From an optimization exercise on the open Yosys and OpenROAD flow, aimed at small area, a short achievable clock period and few clock cycles per item; shortcuts taken in it are not production practice.
For this run, only the layout was checked, not whether the RTL still works.
Power and IR drop assume default switching activity.

## flow/design.v

```verilog
module popcount_unit (
    input  wire         clk,
    input  wire         rst,         
    input  wire         in_valid,
    input  wire [1:0]   op,          
    input  wire [127:0] operand,
    output reg          out_valid,
    output reg  [7:0]   result,
    output reg          valid,
    output reg          illegal,
    output reg  [2:0]   strategy
);
    wire fs1;
    wire fc2;
    wire fs3;
    wire fc4;
    wire fs5;
    wire fc6;
    wire fs7;
    wire fc8;
    wire fs9;
    wire fc10;
    wire fs11;
    wire fc12;
    wire fs13;
    wire fc14;
    wire fs15;
    wire fc16;
    wire fs17;
    wire fc18;
    wire fs19;
    wire fc20;
    wire fs21;
    wire fc22;
    wire fs23;
    wire fc24;
    wire fs25;
    wire fc26;
    wire fs27;
    wire fc28;
    wire fs29;
    wire fc30;
    wire fs31;
    wire fc32;
    wire fs33;
    wire fc34;
    wire fs35;
    wire fc36;
    wire fs37;
    wire fc38;
    wire fs39;
    wire fc40;
    wire fs41;
    wire fc42;
    wire fs43;
    wire fc44;
    wire fs45;
    wire fc46;
    wire fs47;
    wire fc48;
    wire fs49;
    wire fc50;
    wire fs51;
    wire fc52;
    wire fs53;
    wire fc54;
    wire fs55;
    wire fc56;
    wire fs57;
    wire fc58;
    wire fs59;
    wire fc60;
    wire fs61;
    wire fc62;
    wire fs63;
    wire fc64;
    wire fs65;
    wire fc66;
    wire fs67;
    wire fc68;
    wire fs69;
    wire fc70;
    wire fs71;
    wire fc72;
    wire fs73;
    wire fc74;
    wire fs75;
    wire fc76;
    wire fs77;
    wire fc78;
    wire fs79;
    wire fc80;
    wire fs81;
    wire fc82;
    wire fs83;
    wire fc84;
    wire fs85;
    wire fc86;
    wire fs87;
    wire fc88;
    wire fs89;
    wire fc90;
    wire fs91;
    wire fc92;
    wire fs93;
    wire fc94;
    wire fs95;
    wire fc96;
    wire fs97;
    wire fc98;
    wire fs99;
    wire fc100;
    wire fs101;
    wire fc102;
    wire fs103;
    wire fc104;
    wire fs105;
    wire fc106;
    wire fs107;
    wire fc108;
    wire fs109;
    wire fc110;
    wire fs111;
    wire fc112;
    wire fs113;
    wire fc114;
    wire fs115;
    wire fc116;
    wire fs117;
    wire fc118;
    wire fs119;
    wire fc120;
    wire fs121;
    wire fc122;
    wire fs123;
    wire fc124;
    wire fs125;
    wire fc126;
    wire fs127;
    wire fc128;
    wire fs129;
    wire fc130;
    wire fs131;
    wire fc132;
    wire fs133;
    wire fc134;
    wire fs135;
    wire fc136;
    wire fs137;
    wire fc138;
    wire fs139;
    wire fc140;
    wire fs141;
    wire fc142;
    wire fs143;
    wire fc144;
    wire fs145;
    wire fc146;
    wire fs147;
    wire fc148;
    wire fs149;
    wire fc150;
    wire fs151;
    wire fc152;
    wire fs153;
    wire fc154;
    wire fs155;
    wire fc156;
    wire fs157;
    wire fc158;
    wire fs159;
    wire fc160;
    wire fs161;
    wire fc162;
    wire fs163;
    wire fc164;
    wire fs165;
    wire fc166;
    wire fs167;
    wire fc168;
    wire fs169;
    wire fc170;
    wire fs171;
    wire fc172;
    wire fs173;
    wire fc174;
    wire fs175;
    wire fc176;
    wire fs177;
    wire fc178;
    wire fs179;
    wire fc180;
    wire fs181;
    wire fc182;
    wire fs183;
    wire fc184;
    wire fs185;
    wire fc186;
    wire fs187;
    wire fc188;
    wire fs189;
    wire fc190;
    wire fs191;
    wire fc192;
    wire fs193;
    wire fc194;
    wire fs195;
    wire fc196;
    wire fs197;
    wire fc198;
    wire fs199;
    wire fc200;
    wire fs201;
    wire fc202;
    wire gz203;
    wire gz204;
    wire gz205;
    wire gz206;
    wire gz207;
    wire gz208;
    wire gz209;
    wire gz210;
    wire gs211;
    wire gz212;
    wire gd213;
    wire gd214;
    wire gd215;
    wire gd216;
    wire gd217;
    wire gd218;
    wire gd219;
    wire gd220;
    wire gd221;
    wire gd222;
    wire gd223;
    wire gd224;
    wire gd225;
    wire gd226;
    wire gd227;
    wire gd228;
    wire gs229;
    wire gz230;
    wire gd231;
    wire gd232;
    wire gd233;
    wire gd234;
    wire gd235;
    wire gd236;
    wire gd237;
    wire gd238;
    wire gd239;
    wire gd240;
    wire gd241;
    wire gd242;
    wire gd243;
    wire gd244;
    wire gd245;
    wire gd246;
    wire gs247;
    wire gz248;
    wire gd249;
    wire gd250;
    wire gd251;
    wire gd252;
    wire gd253;
    wire gd254;
    wire gd255;
    wire gd256;
    wire gd257;
    wire gd258;
    wire gd259;
    wire gd260;
    wire gd261;
    wire gd262;
    wire gd263;
    wire gd264;
    wire gs265;
    wire gz266;
    wire gd267;
    wire gd268;
    wire gd269;
    wire gd270;
    wire gd271;
    wire gd272;
    wire gd273;
    wire gd274;
    wire gd275;
    wire gd276;
    wire gd277;
    wire gd278;
    wire gd279;
    wire gd280;
    wire gd281;
    wire gd282;
    wire gs283;
    wire gz284;
    wire gm285;
    wire gd286;
    wire gd287;
    wire gd288;
    wire gd289;
    wire gd290;
    wire gd291;
    wire gd292;
    wire gd293;
    wire gd294;
    wire gd295;
    wire gd296;
    wire gd297;
    wire gd298;
    wire gd299;
    wire gd300;
    wire gd301;
    wire gs302;
    wire gz303;
    wire gm304;
    wire gd305;
    wire gd306;
    wire gd307;
    wire gd308;
    wire gd309;
    wire gd310;
    wire gd311;
    wire gd312;
    wire gd313;
    wire gd314;
    wire gd315;
    wire gd316;
    wire gd317;
    wire gd318;
    wire gd319;
    wire gd320;
    wire gs321;
    wire gz322;
    wire gm323;
    wire gm324;
    wire gd325;
    wire gd326;
    wire gd327;
    wire gd328;
    wire gd329;
    wire gd330;
    wire gd331;
    wire gd332;
    wire gd333;
    wire gd334;
    wire gd335;
    wire gd336;
    wire gd337;
    wire gd338;
    wire gd339;
    wire gd340;
    wire es341;
    wire ez342;
    wire es343;
    wire ez344;
    wire es345;
    wire ez346;
    wire es347;
    wire ez348;
    wire es349;
    wire ez350;
    wire es351;
    wire ez352;
    wire es353;
    wire ez354;
    wire es355;
    wire ez356;
    wire es357;
    wire ez358;
    wire em359;
    wire es360;
    wire ez361;
    wire em362;
    wire es363;
    wire ez364;
    wire em365;
    wire es366;
    wire ez367;
    wire em368;
    wire fs369;
    wire fc370;
    wire fs371;
    wire fc372;
    wire fs373;
    wire fc374;
    wire fs375;
    wire fc376;
    wire fs377;
    wire fc378;
    wire fs379;
    wire fc380;
    wire fs381;
    wire fc382;
    wire fs383;
    wire fc384;
    wire fs385;
    wire fc386;
    wire fs387;
    wire fc388;
    wire fs389;
    wire fc390;
    wire fs391;
    wire fc392;
    wire fs393;
    wire fc394;
    wire fs395;
    wire fc396;
    wire fs397;
    wire fc398;
    wire fs399;
    wire fc400;
    wire fs401;
    wire fc402;
    wire fs403;
    wire fc404;
    wire fs405;
    wire fc406;
    wire es407;
    wire ez408;
    wire em409;
    wire em410;
    wire es411;
    wire ez412;
    wire em413;
    wire em414;
    wire es415;
    wire ez416;
    wire em417;
    wire em418;
    wire em419;
    wire ispop420;
    wire isscan421;
    wire ra422;
    wire rb423;
    wire ra424;
    wire ra425;
    wire ra426;
    wire ra427;
    wire ra428;
    wire ra429;
    wire ra430;
    wire vl431;
    wire il432;
    reg pc0_r1_0;
    reg pc0_r1_1;
    reg pc1_r1_2;
    reg pc1_r1_3;
    reg pc1_r1_4;
    reg pc1_r1_5;
    reg pc1_r1_6;
    reg pc1_r1_7;
    reg pc1_r1_8;
    reg pc2_r1_9;
    reg pc2_r1_10;
    reg pc2_r1_11;
    reg pc2_r1_12;
    reg pc2_r1_13;
    reg pc2_r1_14;
    reg pc2_r1_15;
    reg pc2_r1_16;
    reg pc2_r1_17;
    reg pc2_r1_18;
    reg pc3_r1_19;
    reg pc3_r1_20;
    reg pc3_r1_21;
    reg pc3_r1_22;
    reg pc3_r1_23;
    reg pc3_r1_24;
    reg pc3_r1_25;
    reg pc4_r1_26;
    reg fz_r1_27;
    reg fi_r1_28;
    reg fi_r1_29;
    reg fz_r1_30;
    reg fi_r1_31;
    reg fi_r1_32;
    reg fz_r1_33;
    reg fi_r1_34;
    reg fi_r1_35;
    reg fz_r1_36;
    reg fi_r1_37;
    reg fi_r1_38;
    reg gz_r1_39;
    reg gi_r1_40;
    reg gi_r1_41;
    reg gi_r1_42;
    reg op0_r1_43;
    reg op1_r1_44;
    reg ra0_r2_45;
    reg rb0_r2_46;
    reg ra1_r2_47;
    reg ra2_r2_48;
    reg ra3_r2_49;
    reg ra4_r2_50;
    reg ra5_r2_51;
    reg ra6_r2_52;
    reg valid_r2_53;
    reg ill_r2_54;
    reg ispop_r2_55;
    reg vld_r1, vld_r2;
    fa3 u_fs1 (.a(operand[0]), .b(operand[100]), .c(operand[101]), .s(fs1), .co(fc2));
    fa3 u_fs3 (.a(operand[102]), .b(operand[103]), .c(operand[104]), .s(fs3), .co(fc4));
    fa3 u_fs5 (.a(operand[105]), .b(operand[106]), .c(operand[107]), .s(fs5), .co(fc6));
    fa3 u_fs7 (.a(operand[108]), .b(operand[109]), .c(operand[10]), .s(fs7), .co(fc8));
    fa3 u_fs9 (.a(operand[110]), .b(operand[111]), .c(operand[112]), .s(fs9), .co(fc10));
    fa3 u_fs11 (.a(operand[113]), .b(operand[114]), .c(operand[115]), .s(fs11), .co(fc12));
    fa3 u_fs13 (.a(operand[116]), .b(operand[117]), .c(operand[118]), .s(fs13), .co(fc14));
    fa3 u_fs15 (.a(operand[119]), .b(operand[11]), .c(operand[120]), .s(fs15), .co(fc16));
    fa3 u_fs17 (.a(operand[121]), .b(operand[122]), .c(operand[123]), .s(fs17), .co(fc18));
    fa3 u_fs19 (.a(operand[124]), .b(operand[125]), .c(operand[126]), .s(fs19), .co(fc20));
    fa3 u_fs21 (.a(operand[127]), .b(operand[12]), .c(operand[13]), .s(fs21), .co(fc22));
    fa3 u_fs23 (.a(operand[14]), .b(operand[15]), .c(operand[16]), .s(fs23), .co(fc24));
    fa3 u_fs25 (.a(operand[17]), .b(operand[18]), .c(operand[19]), .s(fs25), .co(fc26));
    fa3 u_fs27 (.a(operand[1]), .b(operand[20]), .c(operand[21]), .s(fs27), .co(fc28));
    fa3 u_fs29 (.a(operand[22]), .b(operand[23]), .c(operand[24]), .s(fs29), .co(fc30));
    fa3 u_fs31 (.a(operand[25]), .b(operand[26]), .c(operand[27]), .s(fs31), .co(fc32));
    fa3 u_fs33 (.a(operand[28]), .b(operand[29]), .c(operand[2]), .s(fs33), .co(fc34));
    fa3 u_fs35 (.a(operand[30]), .b(operand[31]), .c(operand[32]), .s(fs35), .co(fc36));
    fa3 u_fs37 (.a(operand[33]), .b(operand[34]), .c(operand[35]), .s(fs37), .co(fc38));
    fa3 u_fs39 (.a(operand[36]), .b(operand[37]), .c(operand[38]), .s(fs39), .co(fc40));
    fa3 u_fs41 (.a(operand[39]), .b(operand[3]), .c(operand[40]), .s(fs41), .co(fc42));
    fa3 u_fs43 (.a(operand[41]), .b(operand[42]), .c(operand[43]), .s(fs43), .co(fc44));
    fa3 u_fs45 (.a(operand[44]), .b(operand[45]), .c(operand[46]), .s(fs45), .co(fc46));
    fa3 u_fs47 (.a(operand[47]), .b(operand[48]), .c(operand[49]), .s(fs47), .co(fc48));
    fa3 u_fs49 (.a(operand[4]), .b(operand[50]), .c(operand[51]), .s(fs49), .co(fc50));
    fa3 u_fs51 (.a(operand[52]), .b(operand[53]), .c(operand[54]), .s(fs51), .co(fc52));
    fa3 u_fs53 (.a(operand[55]), .b(operand[56]), .c(operand[57]), .s(fs53), .co(fc54));
    fa3 u_fs55 (.a(operand[58]), .b(operand[59]), .c(operand[5]), .s(fs55), .co(fc56));
    fa3 u_fs57 (.a(operand[60]), .b(operand[61]), .c(operand[62]), .s(fs57), .co(fc58));
    fa3 u_fs59 (.a(operand[63]), .b(operand[64]), .c(operand[65]), .s(fs59), .co(fc60));
    fa3 u_fs61 (.a(operand[66]), .b(operand[67]), .c(operand[68]), .s(fs61), .co(fc62));
    fa3 u_fs63 (.a(operand[69]), .b(operand[6]), .c(operand[70]), .s(fs63), .co(fc64));
    fa3 u_fs65 (.a(operand[71]), .b(operand[72]), .c(operand[73]), .s(fs65), .co(fc66));
    fa3 u_fs67 (.a(operand[74]), .b(operand[75]), .c(operand[76]), .s(fs67), .co(fc68));
    fa3 u_fs69 (.a(operand[77]), .b(operand[78]), .c(operand[79]), .s(fs69), .co(fc70));
    fa3 u_fs71 (.a(operand[7]), .b(operand[80]), .c(operand[81]), .s(fs71), .co(fc72));
    fa3 u_fs73 (.a(operand[82]), .b(operand[83]), .c(operand[84]), .s(fs73), .co(fc74));
    fa3 u_fs75 (.a(operand[85]), .b(operand[86]), .c(operand[87]), .s(fs75), .co(fc76));
    fa3 u_fs77 (.a(operand[88]), .b(operand[89]), .c(operand[8]), .s(fs77), .co(fc78));
    fa3 u_fs79 (.a(operand[90]), .b(operand[91]), .c(operand[92]), .s(fs79), .co(fc80));
    fa3 u_fs81 (.a(operand[93]), .b(operand[94]), .c(operand[95]), .s(fs81), .co(fc82));
    fa3 u_fs83 (.a(operand[96]), .b(operand[97]), .c(operand[98]), .s(fs83), .co(fc84));
    fa3 u_fs85 (.a(fc10), .b(fc12), .c(fc14), .s(fs85), .co(fc86));
    fa3 u_fs87 (.a(fc16), .b(fc18), .c(fc2), .s(fs87), .co(fc88));
    fa3 u_fs89 (.a(fc20), .b(fc22), .c(fc24), .s(fs89), .co(fc90));
    fa3 u_fs91 (.a(fc26), .b(fc28), .c(fc30), .s(fs91), .co(fc92));
    fa3 u_fs93 (.a(fc32), .b(fc34), .c(fc36), .s(fs93), .co(fc94));
    fa3 u_fs95 (.a(fc38), .b(fc4), .c(fc40), .s(fs95), .co(fc96));
    fa3 u_fs97 (.a(fc42), .b(fc44), .c(fc46), .s(fs97), .co(fc98));
    fa3 u_fs99 (.a(fc48), .b(fc50), .c(fc52), .s(fs99), .co(fc100));
    fa3 u_fs101 (.a(fc54), .b(fc56), .c(fc58), .s(fs101), .co(fc102));
    fa3 u_fs103 (.a(fc6), .b(fc60), .c(fc62), .s(fs103), .co(fc104));
    fa3 u_fs105 (.a(fc64), .b(fc66), .c(fc68), .s(fs105), .co(fc106));
    fa3 u_fs107 (.a(fc70), .b(fc72), .c(fc74), .s(fs107), .co(fc108));
    fa3 u_fs109 (.a(fc76), .b(fc78), .c(fc8), .s(fs109), .co(fc110));
    fa3 u_fs111 (.a(fc80), .b(fc82), .c(fc84), .s(fs111), .co(fc112));
    fa3 u_fs113 (.a(operand[99]), .b(operand[9]), .c(fs1), .s(fs113), .co(fc114));
    fa3 u_fs115 (.a(fs11), .b(fs13), .c(fs15), .s(fs115), .co(fc116));
    fa3 u_fs117 (.a(fs17), .b(fs19), .c(fs21), .s(fs117), .co(fc118));
    fa3 u_fs119 (.a(fs23), .b(fs25), .c(fs27), .s(fs119), .co(fc120));
    fa3 u_fs121 (.a(fs29), .b(fs3), .c(fs31), .s(fs121), .co(fc122));
    fa3 u_fs123 (.a(fs33), .b(fs35), .c(fs37), .s(fs123), .co(fc124));
    fa3 u_fs125 (.a(fs39), .b(fs41), .c(fs43), .s(fs125), .co(fc126));
    fa3 u_fs127 (.a(fs45), .b(fs47), .c(fs49), .s(fs127), .co(fc128));
    fa3 u_fs129 (.a(fs5), .b(fs51), .c(fs53), .s(fs129), .co(fc130));
    fa3 u_fs131 (.a(fs55), .b(fs57), .c(fs59), .s(fs131), .co(fc132));
    fa3 u_fs133 (.a(fs61), .b(fs63), .c(fs65), .s(fs133), .co(fc134));
    fa3 u_fs135 (.a(fs67), .b(fs69), .c(fs7), .s(fs135), .co(fc136));
    fa3 u_fs137 (.a(fs71), .b(fs73), .c(fs75), .s(fs137), .co(fc138));
    fa3 u_fs139 (.a(fs77), .b(fs79), .c(fs81), .s(fs139), .co(fc140));
    fa3 u_fs141 (.a(fc100), .b(fc102), .c(fc104), .s(fs141), .co(fc142));
    fa3 u_fs143 (.a(fc106), .b(fc108), .c(fc110), .s(fs143), .co(fc144));
    fa3 u_fs145 (.a(fc112), .b(fc86), .c(fc88), .s(fs145), .co(fc146));
    fa3 u_fs147 (.a(fc90), .b(fc92), .c(fc94), .s(fs147), .co(fc148));
    fa3 u_fs149 (.a(fc114), .b(fc116), .c(fc118), .s(fs149), .co(fc150));
    fa3 u_fs151 (.a(fc120), .b(fc122), .c(fc124), .s(fs151), .co(fc152));
    fa3 u_fs153 (.a(fc126), .b(fc128), .c(fc130), .s(fs153), .co(fc154));
    fa3 u_fs155 (.a(fc132), .b(fc134), .c(fc136), .s(fs155), .co(fc156));
    fa3 u_fs157 (.a(fc138), .b(fc140), .c(fs101), .s(fs157), .co(fc158));
    fa3 u_fs159 (.a(fs103), .b(fs105), .c(fs107), .s(fs159), .co(fc160));
    fa3 u_fs161 (.a(fs109), .b(fs111), .c(fs85), .s(fs161), .co(fc162));
    fa3 u_fs163 (.a(fs87), .b(fs89), .c(fs91), .s(fs163), .co(fc164));
    fa3 u_fs165 (.a(fs93), .b(fs95), .c(fs97), .s(fs165), .co(fc166));
    fa3 u_fs167 (.a(fs83), .b(fs9), .c(fs113), .s(fs167), .co(fc168));
    fa3 u_fs169 (.a(fs115), .b(fs117), .c(fs119), .s(fs169), .co(fc170));
    fa3 u_fs171 (.a(fs121), .b(fs123), .c(fs125), .s(fs171), .co(fc172));
    fa3 u_fs173 (.a(fs127), .b(fs129), .c(fs131), .s(fs173), .co(fc174));
    fa3 u_fs175 (.a(fs133), .b(fs135), .c(fs137), .s(fs175), .co(fc176));
    fa3 u_fs177 (.a(fc142), .b(fc144), .c(fc146), .s(fs177), .co(fc178));
    fa3 u_fs179 (.a(fc96), .b(fc98), .c(fc150), .s(fs179), .co(fc180));
    fa3 u_fs181 (.a(fc152), .b(fc154), .c(fc156), .s(fs181), .co(fc182));
    fa3 u_fs183 (.a(fc158), .b(fc160), .c(fc162), .s(fs183), .co(fc184));
    fa3 u_fs185 (.a(fc164), .b(fc166), .c(fs141), .s(fs185), .co(fc186));
    fa3 u_fs187 (.a(fs143), .b(fs145), .c(fs147), .s(fs187), .co(fc188));
    fa3 u_fs189 (.a(fs99), .b(fc168), .c(fc170), .s(fs189), .co(fc190));
    fa3 u_fs191 (.a(fc172), .b(fc174), .c(fc176), .s(fs191), .co(fc192));
    fa3 u_fs193 (.a(fs149), .b(fs151), .c(fs153), .s(fs193), .co(fc194));
    fa3 u_fs195 (.a(fs155), .b(fs157), .c(fs159), .s(fs195), .co(fc196));
    fa3 u_fs197 (.a(fs161), .b(fs163), .c(fs165), .s(fs197), .co(fc198));
    fa3 u_fs199 (.a(fs139), .b(fs167), .c(fs169), .s(fs199), .co(fc200));
    fa3 u_fs201 (.a(fs171), .b(fs173), .c(fs175), .s(fs201), .co(fc202));
    assign gz203 = |operand[15:0];
    assign gz204 = |operand[31:16];
    assign gz205 = |operand[47:32];
    assign gz206 = |operand[63:48];
    assign gz207 = |operand[79:64];
    assign gz208 = |operand[95:80];
    assign gz209 = |operand[111:96];
    assign gz210 = |operand[127:112];
    assign gs211 = op[1] ? gz204 : ~gz203;
    assign gz212 = gz203 | gz204;
    assign gd213 = gs211 ? operand[16] : operand[0];
    assign gd214 = gs211 ? operand[17] : operand[1];
    assign gd215 = gs211 ? operand[18] : operand[2];
    assign gd216 = gs211 ? operand[19] : operand[3];
    assign gd217 = gs211 ? operand[20] : operand[4];
    assign gd218 = gs211 ? operand[21] : operand[5];
    assign gd219 = gs211 ? operand[22] : operand[6];
    assign gd220 = gs211 ? operand[23] : operand[7];
    assign gd221 = gs211 ? operand[24] : operand[8];
    assign gd222 = gs211 ? operand[25] : operand[9];
    assign gd223 = gs211 ? operand[26] : operand[10];
    assign gd224 = gs211 ? operand[27] : operand[11];
    assign gd225 = gs211 ? operand[28] : operand[12];
    assign gd226 = gs211 ? operand[29] : operand[13];
    assign gd227 = gs211 ? operand[30] : operand[14];
    assign gd228 = gs211 ? operand[31] : operand[15];
    assign gs229 = op[1] ? gz206 : ~gz205;
    assign gz230 = gz205 | gz206;
    assign gd231 = gs229 ? operand[48] : operand[32];
    assign gd232 = gs229 ? operand[49] : operand[33];
    assign gd233 = gs229 ? operand[50] : operand[34];
    assign gd234 = gs229 ? operand[51] : operand[35];
    assign gd235 = gs229 ? operand[52] : operand[36];
    assign gd236 = gs229 ? operand[53] : operand[37];
    assign gd237 = gs229 ? operand[54] : operand[38];
    assign gd238 = gs229 ? operand[55] : operand[39];
    assign gd239 = gs229 ? operand[56] : operand[40];
    assign gd240 = gs229 ? operand[57] : operand[41];
    assign gd241 = gs229 ? operand[58] : operand[42];
    assign gd242 = gs229 ? operand[59] : operand[43];
    assign gd243 = gs229 ? operand[60] : operand[44];
    assign gd244 = gs229 ? operand[61] : operand[45];
    assign gd245 = gs229 ? operand[62] : operand[46];
    assign gd246 = gs229 ? operand[63] : operand[47];
    assign gs247 = op[1] ? gz208 : ~gz207;
    assign gz248 = gz207 | gz208;
    assign gd249 = gs247 ? operand[80] : operand[64];
    assign gd250 = gs247 ? operand[81] : operand[65];
    assign gd251 = gs247 ? operand[82] : operand[66];
    assign gd252 = gs247 ? operand[83] : operand[67];
    assign gd253 = gs247 ? operand[84] : operand[68];
    assign gd254 = gs247 ? operand[85] : operand[69];
    assign gd255 = gs247 ? operand[86] : operand[70];
    assign gd256 = gs247 ? operand[87] : operand[71];
    assign gd257 = gs247 ? operand[88] : operand[72];
    assign gd258 = gs247 ? operand[89] : operand[73];
    assign gd259 = gs247 ? operand[90] : operand[74];
    assign gd260 = gs247 ? operand[91] : operand[75];
    assign gd261 = gs247 ? operand[92] : operand[76];
    assign gd262 = gs247 ? operand[93] : operand[77];
    assign gd263 = gs247 ? operand[94] : operand[78];
    assign gd264 = gs247 ? operand[95] : operand[79];
    assign gs265 = op[1] ? gz210 : ~gz209;
    assign gz266 = gz209 | gz210;
    assign gd267 = gs265 ? operand[112] : operand[96];
    assign gd268 = gs265 ? operand[113] : operand[97];
    assign gd269 = gs265 ? operand[114] : operand[98];
    assign gd270 = gs265 ? operand[115] : operand[99];
    assign gd271 = gs265 ? operand[116] : operand[100];
    assign gd272 = gs265 ? operand[117] : operand[101];
    assign gd273 = gs265 ? operand[118] : operand[102];
    assign gd274 = gs265 ? operand[119] : operand[103];
    assign gd275 = gs265 ? operand[120] : operand[104];
    assign gd276 = gs265 ? operand[121] : operand[105];
    assign gd277 = gs265 ? operand[122] : operand[106];
    assign gd278 = gs265 ? operand[123] : operand[107];
    assign gd279 = gs265 ? operand[124] : operand[108];
    assign gd280 = gs265 ? operand[125] : operand[109];
    assign gd281 = gs265 ? operand[126] : operand[110];
    assign gd282 = gs265 ? operand[127] : operand[111];
    assign gs283 = op[1] ? gz230 : ~gz212;
    assign gz284 = gz212 | gz230;
    assign gm285 = gs283 ? gs229 : gs211;
    assign gd286 = gs283 ? gd231 : gd213;
    assign gd287 = gs283 ? gd232 : gd214;
    assign gd288 = gs283 ? gd233 : gd215;
    assign gd289 = gs283 ? gd234 : gd216;
    assign gd290 = gs283 ? gd235 : gd217;
    assign gd291 = gs283 ? gd236 : gd218;
    assign gd292 = gs283 ? gd237 : gd219;
    assign gd293 = gs283 ? gd238 : gd220;
    assign gd294 = gs283 ? gd239 : gd221;
    assign gd295 = gs283 ? gd240 : gd222;
    assign gd296 = gs283 ? gd241 : gd223;
    assign gd297 = gs283 ? gd242 : gd224;
    assign gd298 = gs283 ? gd243 : gd225;
    assign gd299 = gs283 ? gd244 : gd226;
    assign gd300 = gs283 ? gd245 : gd227;
    assign gd301 = gs283 ? gd246 : gd228;
    assign gs302 = op[1] ? gz266 : ~gz248;
    assign gz303 = gz248 | gz266;
    assign gm304 = gs302 ? gs265 : gs247;
    assign gd305 = gs302 ? gd267 : gd249;
    assign gd306 = gs302 ? gd268 : gd250;
    assign gd307 = gs302 ? gd269 : gd251;
    assign gd308 = gs302 ? gd270 : gd252;
    assign gd309 = gs302 ? gd271 : gd253;
    assign gd310 = gs302 ? gd272 : gd254;
    assign gd311 = gs302 ? gd273 : gd255;
    assign gd312 = gs302 ? gd274 : gd256;
    assign gd313 = gs302 ? gd275 : gd257;
    assign gd314 = gs302 ? gd276 : gd258;
    assign gd315 = gs302 ? gd277 : gd259;
    assign gd316 = gs302 ? gd278 : gd260;
    assign gd317 = gs302 ? gd279 : gd261;
    assign gd318 = gs302 ? gd280 : gd262;
    assign gd319 = gs302 ? gd281 : gd263;
    assign gd320 = gs302 ? gd282 : gd264;
    assign gs321 = op[1] ? gz303 : ~gz284;
    assign gz322 = gz284 | gz303;
    assign gm323 = gs321 ? gm304 : gm285;
    assign gm324 = gs321 ? gs302 : gs283;
    assign gd325 = gs321 ? gd305 : gd286;
    assign gd326 = gs321 ? gd306 : gd287;
    assign gd327 = gs321 ? gd307 : gd288;
    assign gd328 = gs321 ? gd308 : gd289;
    assign gd329 = gs321 ? gd309 : gd290;
    assign gd330 = gs321 ? gd310 : gd291;
    assign gd331 = gs321 ? gd311 : gd292;
    assign gd332 = gs321 ? gd312 : gd293;
    assign gd333 = gs321 ? gd313 : gd294;
    assign gd334 = gs321 ? gd314 : gd295;
    assign gd335 = gs321 ? gd315 : gd296;
    assign gd336 = gs321 ? gd316 : gd297;
    assign gd337 = gs321 ? gd317 : gd298;
    assign gd338 = gs321 ? gd318 : gd299;
    assign gd339 = gs321 ? gd319 : gd300;
    assign gd340 = gs321 ? gd320 : gd301;
    assign es341 = op[1] ? gd326 : ~gd325;
    assign ez342 = gd325 | gd326;
    assign es343 = op[1] ? gd328 : ~gd327;
    assign ez344 = gd327 | gd328;
    assign es345 = op[1] ? gd330 : ~gd329;
    assign ez346 = gd329 | gd330;
    assign es347 = op[1] ? gd332 : ~gd331;
    assign ez348 = gd331 | gd332;
    assign es349 = op[1] ? gd334 : ~gd333;
    assign ez350 = gd333 | gd334;
    assign es351 = op[1] ? gd336 : ~gd335;
    assign ez352 = gd335 | gd336;
    assign es353 = op[1] ? gd338 : ~gd337;
    assign ez354 = gd337 | gd338;
    assign es355 = op[1] ? gd340 : ~gd339;
    assign ez356 = gd339 | gd340;
    assign es357 = op[1] ? ez344 : ~ez342;
    assign ez358 = ez342 | ez344;
    assign em359 = es357 ? es343 : es341;
    assign es360 = op[1] ? ez348 : ~ez346;
    assign ez361 = ez346 | ez348;
    assign em362 = es360 ? es347 : es345;
    assign es363 = op[1] ? ez352 : ~ez350;
    assign ez364 = ez350 | ez352;
    assign em365 = es363 ? es351 : es349;
    assign es366 = op[1] ? ez356 : ~ez354;
    assign ez367 = ez354 | ez356;
    assign em368 = es366 ? es355 : es353;
    fa3 u_fs369 (.a(pc1_r1_2), .b(pc1_r1_3), .c(pc1_r1_4), .s(fs369), .co(fc370));
    fa3 u_fs371 (.a(pc1_r1_5), .b(pc1_r1_6), .c(pc1_r1_7), .s(fs371), .co(fc372));
    fa3 u_fs373 (.a(pc2_r1_10), .b(pc2_r1_11), .c(pc2_r1_12), .s(fs373), .co(fc374));
    fa3 u_fs375 (.a(pc2_r1_13), .b(pc2_r1_14), .c(pc2_r1_15), .s(fs375), .co(fc376));
    fa3 u_fs377 (.a(pc2_r1_16), .b(pc2_r1_17), .c(pc2_r1_18), .s(fs377), .co(fc378));
    fa3 u_fs379 (.a(pc3_r1_19), .b(pc3_r1_20), .c(pc3_r1_21), .s(fs379), .co(fc380));
    fa3 u_fs381 (.a(pc3_r1_22), .b(pc3_r1_23), .c(pc3_r1_24), .s(fs381), .co(fc382));
    fa3 u_fs383 (.a(pc2_r1_9), .b(fc370), .c(fc372), .s(fs383), .co(fc384));
    fa3 u_fs385 (.a(pc3_r1_25), .b(fc374), .c(fc376), .s(fs385), .co(fc386));
    fa3 u_fs387 (.a(pc4_r1_26), .b(fc380), .c(fc382), .s(fs387), .co(fc388));
    fa3 u_fs389 (.a(pc1_r1_8), .b(fs369), .c(fs371), .s(fs389), .co(fc390));
    fa3 u_fs391 (.a(fs373), .b(fs375), .c(fs377), .s(fs391), .co(fc392));
    fa3 u_fs393 (.a(fc378), .b(fs379), .c(fs381), .s(fs393), .co(fc394));
    fa3 u_fs395 (.a(fc384), .b(fc392), .c(fs385), .s(fs395), .co(fc396));
    fa3 u_fs397 (.a(fc386), .b(fc394), .c(fs387), .s(fs397), .co(fc398));
    fa3 u_fs399 (.a(fc390), .b(fs383), .c(fs391), .s(fs399), .co(fc400));
    fa3 u_fs401 (.a(fs393), .b(fc400), .c(fs395), .s(fs401), .co(fc402));
    fa3 u_fs403 (.a(fc396), .b(fs397), .c(fc402), .s(fs403), .co(fc404));
    fa3 u_fs405 (.a(fc388), .b(fc398), .c(fc404), .s(fs405), .co(fc406));
    assign es407 = op1_r1_44 ? fz_r1_30 : ~fz_r1_27;
    assign ez408 = fz_r1_27 | fz_r1_30;
    assign em409 = es407 ? fi_r1_31 : fi_r1_28;
    assign em410 = es407 ? fi_r1_32 : fi_r1_29;
    assign es411 = op1_r1_44 ? fz_r1_36 : ~fz_r1_33;
    assign ez412 = fz_r1_33 | fz_r1_36;
    assign em413 = es411 ? fi_r1_37 : fi_r1_34;
    assign em414 = es411 ? fi_r1_38 : fi_r1_35;
    assign es415 = op1_r1_44 ? ez412 : ~ez408;
    assign ez416 = ez408 | ez412;
    assign em417 = es415 ? em413 : em409;
    assign em418 = es415 ? em414 : em410;
    assign em419 = es415 ? es411 : es407;
    assign ispop420 = ~op1_r1_44 & ~op0_r1_43;
    assign isscan421 = (op1_r1_44 ^ op0_r1_43) & gz_r1_39;
    assign ra422 = (ispop420 & pc0_r1_0) | (isscan421 & em417);
    assign rb423 = ispop420 & pc0_r1_1;
    assign ra424 = (ispop420 & fs389) | (isscan421 & em418);
    assign ra425 = (ispop420 & fs399) | (isscan421 & em419);
    assign ra426 = (ispop420 & fs401) | (isscan421 & es415);
    assign ra427 = (ispop420 & fs403) | (isscan421 & gi_r1_40);
    assign ra428 = (ispop420 & fs405) | (isscan421 & gi_r1_41);
    assign ra429 = (ispop420 & fc406) | (isscan421 & gi_r1_42);
    assign ra430 = 1'b0;
    assign vl431 = ispop420 | isscan421;
    assign il432 = op1_r1_44 & op0_r1_43;
    always @(posedge clk) begin
        pc0_r1_0 <= fs199;
        pc0_r1_1 <= fs201;
        pc1_r1_2 <= fc200;
        pc1_r1_3 <= fc202;
        pc1_r1_4 <= fs189;
        pc1_r1_5 <= fs191;
        pc1_r1_6 <= fs193;
        pc1_r1_7 <= fs195;
        pc1_r1_8 <= fs197;
        pc2_r1_9 <= fc190;
        pc2_r1_10 <= fc192;
        pc2_r1_11 <= fc194;
        pc2_r1_12 <= fc196;
        pc2_r1_13 <= fc198;
        pc2_r1_14 <= fs179;
        pc2_r1_15 <= fs181;
        pc2_r1_16 <= fs183;
        pc2_r1_17 <= fs185;
        pc2_r1_18 <= fs187;
        pc3_r1_19 <= fc148;
        pc3_r1_20 <= fc180;
        pc3_r1_21 <= fc182;
        pc3_r1_22 <= fc184;
        pc3_r1_23 <= fc186;
        pc3_r1_24 <= fc188;
        pc3_r1_25 <= fs177;
        pc4_r1_26 <= fc178;
        fz_r1_27 <= ez358;
        fi_r1_28 <= em359;
        fi_r1_29 <= es357;
        fz_r1_30 <= ez361;
        fi_r1_31 <= em362;
        fi_r1_32 <= es360;
        fz_r1_33 <= ez364;
        fi_r1_34 <= em365;
        fi_r1_35 <= es363;
        fz_r1_36 <= ez367;
        fi_r1_37 <= em368;
        fi_r1_38 <= es366;
        gz_r1_39 <= gz322;
        gi_r1_40 <= gm323;
        gi_r1_41 <= gm324;
        gi_r1_42 <= gs321;
        op0_r1_43 <= op[0];
        op1_r1_44 <= op[1];
        ra0_r2_45 <= ra422;
        rb0_r2_46 <= rb423;
        ra1_r2_47 <= ra424;
        ra2_r2_48 <= ra425;
        ra3_r2_49 <= ra426;
        ra4_r2_50 <= ra427;
        ra5_r2_51 <= ra428;
        ra6_r2_52 <= ra429;
        valid_r2_53 <= vl431;
        ill_r2_54 <= il432;
        ispop_r2_55 <= ispop420;
    end
    always @(posedge clk) begin
        if (rst) begin
            vld_r1 <= 1'b0;
            vld_r2 <= 1'b0;
        end else begin
            vld_r1 <= in_valid;
            vld_r2 <= vld_r1;
        end
    end
    wire [7:0] row_a = {1'b0, ra6_r2_52, ra5_r2_51, ra4_r2_50, ra3_r2_49, ra2_r2_48, ra1_r2_47, ra0_r2_45};
    wire [7:0] row_b = {1'b0, 1'b0, 1'b0, 1'b0, 1'b0, 1'b0, 1'b0, rb0_r2_46};
    wire [7:0] sum = row_a + row_b;
    always @* begin
        out_valid = vld_r2;
        result    = sum;
        valid     = valid_r2_53;
        illegal   = ill_r2_54;
        if (ispop_r2_55)
            strategy = (sum[7:4] == 4'd0) ? 3'b010 : 3'b001;
        else
            strategy = {1'b1, ill_r2_54, ill_r2_54};
    end
endmodule
module fa3 (input wire a, input wire b, input wire c, output wire s, output wire co);
    assign s  = a ^ b ^ c;
    assign co = (a & b) | (a & c) | (b & c);
endmodule
```

## flow/flow/run.sh

```bash
#!/bin/bash
# Layout flow: the standard layout (standard.sh, all ORFS steps from
# synthesis to finish), with the input and output port buffers placed as
# sky130_fd_sc_hd__buf_1 cells instead of the cell buffer_ports picks by
# itself. Each step's full log stays under orfs/logs/; the output of make
# goes to flow_make.log in this folder.
set -euo pipefail
export BUFFER_PORTS_ARGS="-buffer_cell sky130_fd_sc_hd__buf_1"
bash standard.sh > flow_make.log 2>&1
```

## flow/standard.sh

```bash
#!/bin/bash
# synth_recipe.tcl (not shown) runs the flow's synth.tcl, then flattens the netlist and writes it again
# the make line also repeats each setting of config.mk as NAME=value (left out here)
make -C /OpenROAD-flow-scripts/flow DESIGN_CONFIG=/design/flow/config.mk WORK_HOME=/design/flow/orfs CLKGATE_MAP_FILE= SYNTH_SCRIPT=/design/flow/synth_recipe.tcl "${@:-finish}"
```

## flow/config.mk

```make
export PLATFORM = sky130hd
export DESIGN_NAME = popcount_unit
export DESIGN_NICKNAME = popcount_unit
export VERILOG_FILES = /design/flow/design.v
export SDC_FILE = /design/flow/constraint.sdc
export NUM_CORES = 4
export LEC_CHECK = 0
export CAP_MARGIN = 20
export CORE_MARGIN = 2
export CORE_UTILIZATION = 50
export CTS_BUF_LIST = sky130_fd_sc_hd__clkbuf_4 sky130_fd_sc_hd__clkbuf_8
export SETUP_SLACK_MARGIN = 3.5
export SLEW_MARGIN = 20
export SYNTH_HIERARCHICAL = 1
export SYNTH_MINIMUM_KEEP_SIZE = 0
```

## flow/constraint.sdc

```tcl
create_clock -name core_clock -period 7.0 [get_ports {clk}]
set_input_delay 1.4000 -clock core_clock [delete_from_list [all_inputs] [get_ports {clk}]]
set_output_delay 1.4000 -clock core_clock [all_outputs]
set_load 0.01 [all_outputs]
```

==> run notes <==
cells in the final DEF (no fill, tap or decap), types with 5 or more instances in the layout:
cell      instances
inv_1             7
clkbuf_8          9
or3_1             6
nand3_1           6
nand2_2           5
or4_4             6
o22ai_1          12
fa_1            111
nand4_1           7
o21ai_0          10
a22o_1            5
o221ai_2          5
buf_2            14
o32ai_1           6
clkbuf_2         15
nand2_1          13
dfxtp_1          56
buf_4            37
mux2i_1          42
buf_6             9
mux2_2           12
a21oi_1          10
o22a_1            5
fa_2              9
nor2_1           20
a21o_1            5
buf_1           111
nor4_1           30
Yosys stat by module, one instance, submodules excluded:
module	times used	flops+latches	cell area (µm²)
fa3	120	0	20.0
popcount_unit	1	58	3570
metrics by stage:
step	hold slack, ns	worst slack (ns)	total power [µW]
detailed placement	0.430	2.08	2050
global placement	0.418	2.02	1950
global route	0.450	3.11	2740
floorplan	0.412	3.02	1470
CTS	0.441	3.26	2480
finish	0.438	3.14	2500
worst max path at each step:
stage                 startpoint        to  slack [ns]  cells past startpoint
CTS                 operand[116]  fi_r1_29        3.26                     10
global route        operand[123]  fz_r1_33        3.11                     10
finish              operand[126]  fi_r1_31        3.14                     10
global placement    operand[126]  fi_r1_31        2.02                      9
floorplan           operand[126]  fi_r1_29        3.02                      9
detailed placement  operand[126]  fi_r1_31        2.08                      9
per-layer routing:
layer,vias to the layer above,global-route usage (%),wire (µm)
met1,2751,50.2,9060
met2,490,64.3,11600
met5,-,0,0
li1,2288,-,-
met3,98,9.64,2690
met4,0,22.0,1640
timing repair:
item | 4_1_cts | 5_1_grt
gates cloned | 1 | 0
pin swaps | 27 | 8
hold buffers | 0 | 0
setup endpoints to repair | 27 | 24
setup buffers | 31 | 7
resized for setup | 96 | 43
critical path: cells and delay by family:
| family | cells | cell delay, ns |
|---|---|---|
| and+or+nand+nor | 3 | 1.48 |
| muxes | 2 | 0.44 |
| AOI/OAI and AO/OA | 2 | 0.35 |
| buffers and inverters | 3 | 0.46 |
cell families (layout without fill, tap and decap cells):
logic type                 count (synthesis)  in the layout  share of synthesized area (%)
AOI/OAI and AO/OA                        110            110                           13.9
xor gates and xnor gates                   5              5                          0.733
adders and majority gates                124            124                           41.0
buffers and inverters                     26            213                           1.86
DFF                                       58             58                           19.4
muxes                                     61             61                           10.7
and+or+nand+nor                          128            128                           12.4
cell type report:
class	instances	area, µm²
clock buffers	9	124
clock inverters	7	125
fillers	901	3840
inverters	9	41.3
multi-input cells	428	5070
flip-flops and latches	58	1160
well taps	143	179
repair buffers	188	976
power breakdown:
group | leakage (µW) | switching [µW] | internal (µW) | total [µW]
clock network | 0.000124 | 143 | 239 | 382
registers | 0.000487 | 74.4 | 458 | 532
logic | 0.00231 | 851 | 740 | 1590
total | 0.00293 | 1070 | 1440 | 2500
==> reports/metrics.csv <==
metric,value,unit
Die Wd,113,µm
Required @ worst endpoint,7.28,ns
DR vias/cell,6.68,
CTS root buffer,clkbuf_8,
gp weighted congestion,1.11,
H-tree Lvls,3,
setup TNS,0,ns
flop-to-flop setup slack,3.61,ns
register bit count reported by yosys,58,
Pwr Density,326,nW/µm²
ANT cells,0,
Post-Route WL,25000,µm
Layout Skew,0.0131,ns
largest net degree at the start of global routing,26,
Final #Nets,951,
Crit. End Element,flop,
number of global-route vias before repair,6065,
achievable frequency,259,MHz
RSZ-0062 raised after global routing,true,
placed cell count,787,
WHS Endpoint,ra5_r2_51,
largest buffer count on any clock path,2,
Synth area leader,fa_1,
Worst-Skew Late Latency,0.34,ns
Post-synth top cells,"fa_1 (120), dfxtp_1 (58), mux2i_1 (47), nor4_1 (33), nor2_1 (23)",
clk slew on worst S/H paths,0.08,ns
Synth Flop Type,dfxtp_1,
IO buf count,146,
GRT Residual Overflow,0,
fin area,7680,µm²
HPWL after detailed placement,20300,µm
Max transition margin,62.7,%
Final Max Tran Viols,0,
status,"complete, no violations",
Tcrit/Tclk final,55.1,%
Post-synth EDFFs,0,
Post-Syn Area per Cell,11.7,µm²
Post-DRT Antenna Nets,0,
TritonCTS clock tree,done,
Peak VDD IR,0.342,mV
Initial Util,51.9,%
Worst-Margin Slew,0.553,ns
Row Count,39,
GRT Resource Usage Total,40.1,%
# clock sinks,58,
most frequent cell after synthesis,fa_1,
Non-Filler Instances,842,
Die Ht,113,µm
post-synthesis sequential area ratio,19.4,%
Synth top area share,40.2,%
Worst R2R End,ra5_r2_51,
Lkg Pwr,0.00293,µW
top post-synthesis cells by area,"fa_1 (40%), dfxtp_1 (19%), mux2i_1 (7.9%), nor4_1 (3.5%), mux2_2 (2.5%)",
crit path launch type,input pin,
TritonCTS buffer count,9,
"Hold Vio Cnt, Final",0,
initial antenna violation count,0,
post-synth net total,769,
via count,5627,
die area,12800,µm²
Critical R2R Launch,pc2_r1_13,
Placeable Area,11500,µm²
drt first pass iters,5,
max incr delay on CP,0.57,ns
Mapped Cells,512,
DRC errors left,0,
Netlist cell types,63,
share of synthesized registers carrying an async set or reset,0,%
final core utilization,66.7,%
worst hold path stage count,1,
Tmin final,3.86,ns
synthesis warning total,7,
# Max-Cap Violations,0,
CP arrival,4.14,ns
final setup vio count,0,
R2R depth,7,
share of cells above drive strength 1,26.8,%
CP Max Fanout,7,
placed cell area,6670,µm²
WS Path Type,in2reg,
slowest CP cell,or4b_4,
worst path cell trace,buf_4 -> or4_4 -> nor4_4 -> or4b_4 -> mux2i_4 -> inv_4 -> buf_6 -> a21oi_2 -> a21boi_0 -> mux2_2,
initial DRC count,571,
hold_sp,gi_r1_41,
global-route wire length before repair,37100,µm
I/O pins,147,
Syn-to-layout area delta,28.5,%
worst min-delay path class,reg2reg,
synthesized area,5970,µm²
DR WL/cell,29.7,µm

[afterwards: timing with drivers on the ports]
How much do the figures lean on ideal ports? The routed layout below was timed once more, with nothing changed but the port constraints. Step 1, drivers: a clkbuf_16 drives clk and a buf_2 each remaining input, both assumed. Step 2, shift: input delay + t, output delay - t, t = (earliest + latest rising clock arrival at the registers) / 2. This alone moves slack from input paths to output paths. Three values: ideal ports, drivers, drivers and shift; two values: the first two.
t, ns: 0.366
setup WS [ns]: 3.144 / 3.139 / 2.773
hold WS [ns]: 0.438 / 0.438 / 0.438
worst register clock-pin slew, ns: 0.08 / 0.08
pins driven straight from the clock port: 1
After both steps setup and hold are still met in this run. For this run, drivers alone change the setup slack by -0.005 ns; drivers and shift together by -0.371 ns.
